From an optimization exercise on the open Yosys and OpenROAD flow, aimed at small area; shortcuts taken in it are not production practice. Where RTL was checked, it was by simulation tests only, not by an equivalence proof against the original. Power figures rest on the tool's default switching activity, not on a simulated workload.

==> trial 68 <==
// bqcore
module bqcore (
    input  wire        clk,
    input  wire        rst,           
    input  wire        host_valid,
    input  wire        host_we,
    input  wire        host_size,     
    input  wire [6:0]  host_addr,
    input  wire [31:0] host_wdata,
    output reg         host_ack,
    output reg         host_err,
    output wire [31:0] host_rdata,
    output wire        treq_valid,
    output reg  [1:0]  treq_kind,     
    output wire [6:0]  treq_dev,
    output reg  [1:0]  treq_len,      
    output wire [23:0] treq_data,     
    output wire [15:0] treq_ms,       
    input  wire        trsp_valid,
    input  wire [1:0]  trsp_kind,     
    input  wire [15:0] trsp_data,     
    output wire        irq
);
clock: 10.0 ns
lec_check: 0
cap_margin: 0
core_margin: 2
core_utilization: 55
place_density: 0.7
slew_margin: 0
standard.sh (not shown) runs the stock make flow with config.mk's settings and CLKGATE_MAP_FILE= SYNTH_SCRIPT=/design/flow/synth_recipe.tcl, a recipe that flattens the netlist after the stock synthesis.
==> flow/flow/run.sh <==
#!/bin/bash
# Layout flow: the standard flow (standard.sh, unchanged synthesis) with
# three layout settings changed:
#  - ports are buffered with the smallest buffer (buf_1) instead of the
#    default clkdlybuf4s50_1; repair_design still resizes them where needed;
#  - clock tree synthesis inserts no dummy loads and uses larger sink
#    clusters, so fewer clock buffers are needed.
# Each tool's full output goes to the ORFS logs under orfs/logs/, and make's
# own output to standard.log in this folder.
set -euo pipefail
export BUFFER_PORTS_ARGS="-buffer_cell sky130_fd_sc_hd__buf_1"
export CTS_ARGS="-sink_clustering_enable -repair_clock_nets -dont_use_dummy_load -buf_list sky130_fd_sc_hd__clkbuf_8 -sink_clustering_size 16 -sink_clustering_max_diameter 80"
bash standard.sh > standard.log 2>&1
==> build 38 (differences from trial 68) <==
--- a/flow/design.v
+++ b/flow/design.v
@@ -82,11 +82,10 @@
     reg        sz_q;
     reg        rdw_q;           
     reg        rdb_q;           
     reg        pw_q;            
     reg [31:0] wd_q;
-    reg        rst_q;           
     wire [7:0]  bsum_next;
     wire [7:0]  csum = ~(pw_q ? bsum_next : bsum);
     wire [31:0] xenc_res;
     wire        xenc_domain, xenc_range;
     bqcore_xcodec u_xcodec (
@@ -262,20 +261,19 @@
         | ({16'd0, loopcnt}                 & {32{sel[9]}})
         | (blk_word & {32{rdw_q && a_q == 2'b10}})
         | ({24'd0, blk_byte} & {32{rdb_q}});
     wire [31:0] wd0   = rst ? 32'd0 : host_wdata;
     wire [31:0] wdk   = rst ? P_KEYS_RESET : host_wdata;
-    wire [31:0] wdblk = sz_q ? wd_q : {4{wd_q[7:0]}};
+    wire [31:0] wdblk = rst ? 32'd0 : (sz_q ? wd_q : {4{wd_q[7:0]}});
     integer i;
     always @(posedge clk) begin
         host_err   <= !legal;
         a_q   <= host_addr[6:5];
         for (i = 0; i < 8; i = i + 1) wsel_q[i] <= host_addr[4:2] == i[2:0];
         for (i = 0; i < 4; i = i + 1) bsel_q[i] <= host_addr[1:0] == i[1:0];
         sz_q  <= host_size;
-        wd_q  <= wd0;
-        rst_q <= rst;
+        wd_q  <= host_wdata;
         rdw_q <= !host_we && host_size && host_addr[1:0] == 2'b00;
         rdb_q <= !host_we && !host_size && host_addr[6:5] == 2'b10;
         pw_q  <= !rst && blk_wr;
         if (cal_acc) begin
             lat_maxpoll <= ctrl_maxpoll;
@@ -287,11 +285,11 @@
             ctrl_maxpoll <= wd0[15:0];
             ctrl_ie <= wd0[16];
         end
         if (rst || (wr_w && wa == 5'h08)) keys <= wdk;
         for (i = 0; i < 32; i = i + 1)
-            if (rst_q || (pw_q && wsel_q[i/4] && (sz_q || bsel_q[i%4])))
+            if (rst || (pw_q && wsel_q[i/4] && (sz_q || bsel_q[i%4])))
                 blk[8*i +: 8] <= wdblk[8*i[1:0] +: 8];
         if (rst || pw_q) bsum <= rst ? 8'd0 : bsum_next;
         if (rst || poll_done) csw <= rst ? 16'd0 : trsp_data;
         if (rst || res_we) begin
             res_p <= rst ? 32'd0 : cmd_res_we ? cmd_res : {16'd0, s_csw};
- CAP_MARGIN: 0 -> 20
- CORE_UTILIZATION: 55 -> 40
- PLACE_DENSITY: 0.7 -> 0.6
- SLEW_MARGIN: 0 -> 20
==> build 89 (differences from trial 68) <==
--- a/flow/design.v
+++ b/flow/design.v
@@ -74,19 +74,16 @@
     reg [15:0] loopcnt;
     reg [15:0] lat_maxpoll;
     reg [31:0] lat_keys;
     reg [255:0] blk;
     reg [7:0]  bsum;
-    reg [1:0]  a_q;             
-    reg [7:0]  wsel_q;          
-    reg [3:0]  bsel_q;          
+    reg [6:0]  a_q;
     reg        sz_q;
     reg        rdw_q;           
     reg        rdb_q;           
     reg        pw_q;            
     reg [31:0] wd_q;
-    reg        rst_q;           
     wire [7:0]  bsum_next;
     wire [7:0]  csum = ~(pw_q ? bsum_next : bsum);
     wire [31:0] xenc_res;
     wire        xenc_domain, xenc_range;
     bqcore_xcodec u_xcodec (
@@ -96,14 +93,14 @@
     reg  [7:0]  blk_byte;
     integer k;
     always @* begin
         blk_word = 32'd0;
         for (k = 0; k < 8; k = k + 1)
-            blk_word = blk_word | (blk[32*k +: 32] & {32{wsel_q[k]}});
+            blk_word = blk_word | (blk[32*k +: 32] & {32{a_q[4:2] == k[2:0]}});
         blk_byte = 8'd0;
         for (k = 0; k < 4; k = k + 1)
-            blk_byte = blk_byte | (blk_word[8*k +: 8] & {8{bsel_q[k]}});
+            blk_byte = blk_byte | (blk_word[8*k +: 8] & {8{a_q[1:0] == k[1:0]}});
     end
     bqcore_csum u_csum (
         .acc(bsum), .old_word(blk_word), .old_byte(blk_byte),
         .wdata(wd_q), .size(sz_q), .acc_next(bsum_next));
     wire [10:0] rx_exp = {3'b000, res_p[31:24]} + 11'd894;
@@ -242,11 +239,11 @@
     wire res_we = cmd_res_we || (complete && !ill);
     wire lc_we  = cal_acc || lc_clear || (fail && !ill);
     wire [15:0] sel;
     genvar g;
     generate for (g = 0; g < 16; g = g + 1) begin : g_sel
-        assign sel[g] = rdw_q && a_q == g[4:3] && wsel_q[g[2:0]];
+        assign sel[g] = rdw_q && a_q[6:2] == g;
     end endgenerate
     wire [31:0] st_word = {4'd0, st_op, 4'd0, req_out, abort_pending, st_sub,
                            2'b00, ph_hi, 1'b0, ph_lo, 1'b0, st_errcode, st_ovr,
                            (st_errcode != 3'd0), st_done, st_busy};
     assign host_rdata =
@@ -258,24 +255,21 @@
         | ({res_p[23], rx_exp, res_p[22:3]} & {32{sel[5] && res_x}})
         | ({15'd0, ctrl_ie, ctrl_maxpoll}   & {32{sel[6]}})
         | ({16'd0, csw}                     & {32{sel[7]}})
         | (keys                             & {32{sel[8]}})
         | ({16'd0, loopcnt}                 & {32{sel[9]}})
-        | (blk_word & {32{rdw_q && a_q == 2'b10}})
+        | (blk_word & {32{rdw_q && a_q[6:5] == 2'b10}})
         | ({24'd0, blk_byte} & {32{rdb_q}});
     wire [31:0] wd0   = rst ? 32'd0 : host_wdata;
     wire [31:0] wdk   = rst ? P_KEYS_RESET : host_wdata;
-    wire [31:0] wdblk = sz_q ? wd_q : {4{wd_q[7:0]}};
+    wire [31:0] wdblk = rst ? 32'd0 : (sz_q ? wd_q : {4{wd_q[7:0]}});
     integer i;
     always @(posedge clk) begin
         host_err   <= !legal;
-        a_q   <= host_addr[6:5];
-        for (i = 0; i < 8; i = i + 1) wsel_q[i] <= host_addr[4:2] == i[2:0];
-        for (i = 0; i < 4; i = i + 1) bsel_q[i] <= host_addr[1:0] == i[1:0];
+        a_q   <= host_addr;
         sz_q  <= host_size;
-        wd_q  <= wd0;
-        rst_q <= rst;
+        wd_q  <= host_wdata;
         rdw_q <= !host_we && host_size && host_addr[1:0] == 2'b00;
         rdb_q <= !host_we && !host_size && host_addr[6:5] == 2'b10;
         pw_q  <= !rst && blk_wr;
         if (cal_acc) begin
             lat_maxpoll <= ctrl_maxpoll;
@@ -287,11 +281,11 @@
             ctrl_maxpoll <= wd0[15:0];
             ctrl_ie <= wd0[16];
         end
         if (rst || (wr_w && wa == 5'h08)) keys <= wdk;
         for (i = 0; i < 32; i = i + 1)
-            if (rst_q || (pw_q && wsel_q[i/4] && (sz_q || bsel_q[i%4])))
+            if (rst || (pw_q && (sz_q ? (a_q[4:2] == i[4:2]) : (a_q[4:0] == i[4:0]))))
                 blk[8*i +: 8] <= wdblk[8*i[1:0] +: 8];
         if (rst || pw_q) bsum <= rst ? 8'd0 : bsum_next;
         if (rst || poll_done) csw <= rst ? 16'd0 : trsp_data;
         if (rst || res_we) begin
             res_p <= rst ? 32'd0 : cmd_res_we ? cmd_res : {16'd0, s_csw};
--- a/flow/flow/run.sh
+++ b/flow/flow/run.sh
@@ -7,7 +7,7 @@
 #    clusters, so fewer clock buffers are needed.
 # Each tool's full output goes to the ORFS logs under orfs/logs/, and make's
 # own output to standard.log in this folder.
 set -euo pipefail
 export BUFFER_PORTS_ARGS="-buffer_cell sky130_fd_sc_hd__buf_1"
-export CTS_ARGS="-sink_clustering_enable -repair_clock_nets -dont_use_dummy_load -buf_list sky130_fd_sc_hd__clkbuf_8 -sink_clustering_size 16 -sink_clustering_max_diameter 80"
+export CTS_ARGS="-sink_clustering_enable -repair_clock_nets -dont_use_dummy_load -buf_list sky130_fd_sc_hd__clkbuf_8 -sink_clustering_size 18 -sink_clustering_max_diameter 45"
 bash standard.sh > standard.log 2>&1
- CAP_MARGIN: 0 -> 20
- CORE_UTILIZATION: 55 -> 40
- PLACE_DENSITY: 0.7 -> 0.6
- SLEW_MARGIN: 0 -> 20
==> comparison <==
Build 89 ran to the end with no violations. Build 38 finished with timing, DRC and antenna clean. Trial 68 went through all stages and came out clean. Synthesized area is about the same in build 89 and build 38. Non-clock buffer count: build 38 is higher than trial 68 (22). Between build 89 and trial 68, the lower setup slack is in build 89 (gap 1.6 ns). In build 89 the cell area is higher than in trial 68, by about 4.6%. Clock skew, highest first: trial 68, build 38, build 89. Sequential share of layout area: build 89 is lower than trial 68 (3.1 points).
==> figures <==
quantity                                                           build 89                 build 38                 trial 68
Status                                              complete, no violations  complete, no violations  complete, no violations
Final non-filler cell total                                            3157                     3090                     2745
Share of the synthesized area in the top cell type                    55.5%                    55.4%                    55.7%
Total of clock buffers placed in the layout                              68                       43                       42
Comb pwr share                                                        25.7%                    27.9%                    27.6%
Num rows                                                                 94                       94                       80
FF+latch area                                                    16000 um^2               16100 um^2               16200 um^2
Net Sw Frac                                                           30.7%                    31.5%                    30.9%
Adder-cell share of the synthesized area                              4.46%                    4.46%                    4.48%
Multi-input logic cell count                                           1371                     1364                     1309
Power Sequential                                                    2.83 mW                  2.87 mW                  2.91 mW
Maximum single-stage delay on the critical path                     0.98 ns                  0.85 ns                  0.65 ns
Via count of the routed design                                        19.6k                    19.4k                    18.6k
No functional check of the RTL was part of build 89.

static timing again, ports no longer ideal:
How much do the figures lean on ideal ports? The routed layouts below were timed once more, with nothing changed but the port constraints. Step 1 (the two cells are an assumption about what drives the block):
set clk [get_ports {clk}]
set_driving_cell -lib_cell sky130_fd_sc_hd__clkbuf_16 $clk
set_driving_cell -lib_cell sky130_fd_sc_hd__buf_2 [delete_from_list [all_inputs] $clk]
Step 2 adds t to the input delays and takes it off the output delays; t is the mean of the earliest and latest rising clock arrival at the registers after step 1. Input paths then give back, and output paths get back, about the clock's delay inside the block. Three values: ideal ports, drivers, drivers and shift; two values: the first two.
| run | shift t [ns] | setup slack, ns | worst hold slack (ns) | worst setup path at the end | cell pins on the clock port's net |
|---|---|---|---|---|---|
| trial 68 | 0.665 | 3.633 / 3.633 / 3.529 | 0.463 / 0.463 / 0.463 | input to register | 1 |
| build 38 | 0.696 | 3.195 / 3.195 / 3.195 | 0.469 / 0.469 / 0.469 | register to register | 1 |
| build 89 | 0.719 | 1.992 / 1.992 / 1.992 | 0.433 / 0.433 / 0.433 | register to register | 1 |
After both steps every run listed still meets setup and hold. The setup slack of trial 68, which loses most, moves by 0.000 ns with the drivers and by -0.104 ns with both steps.
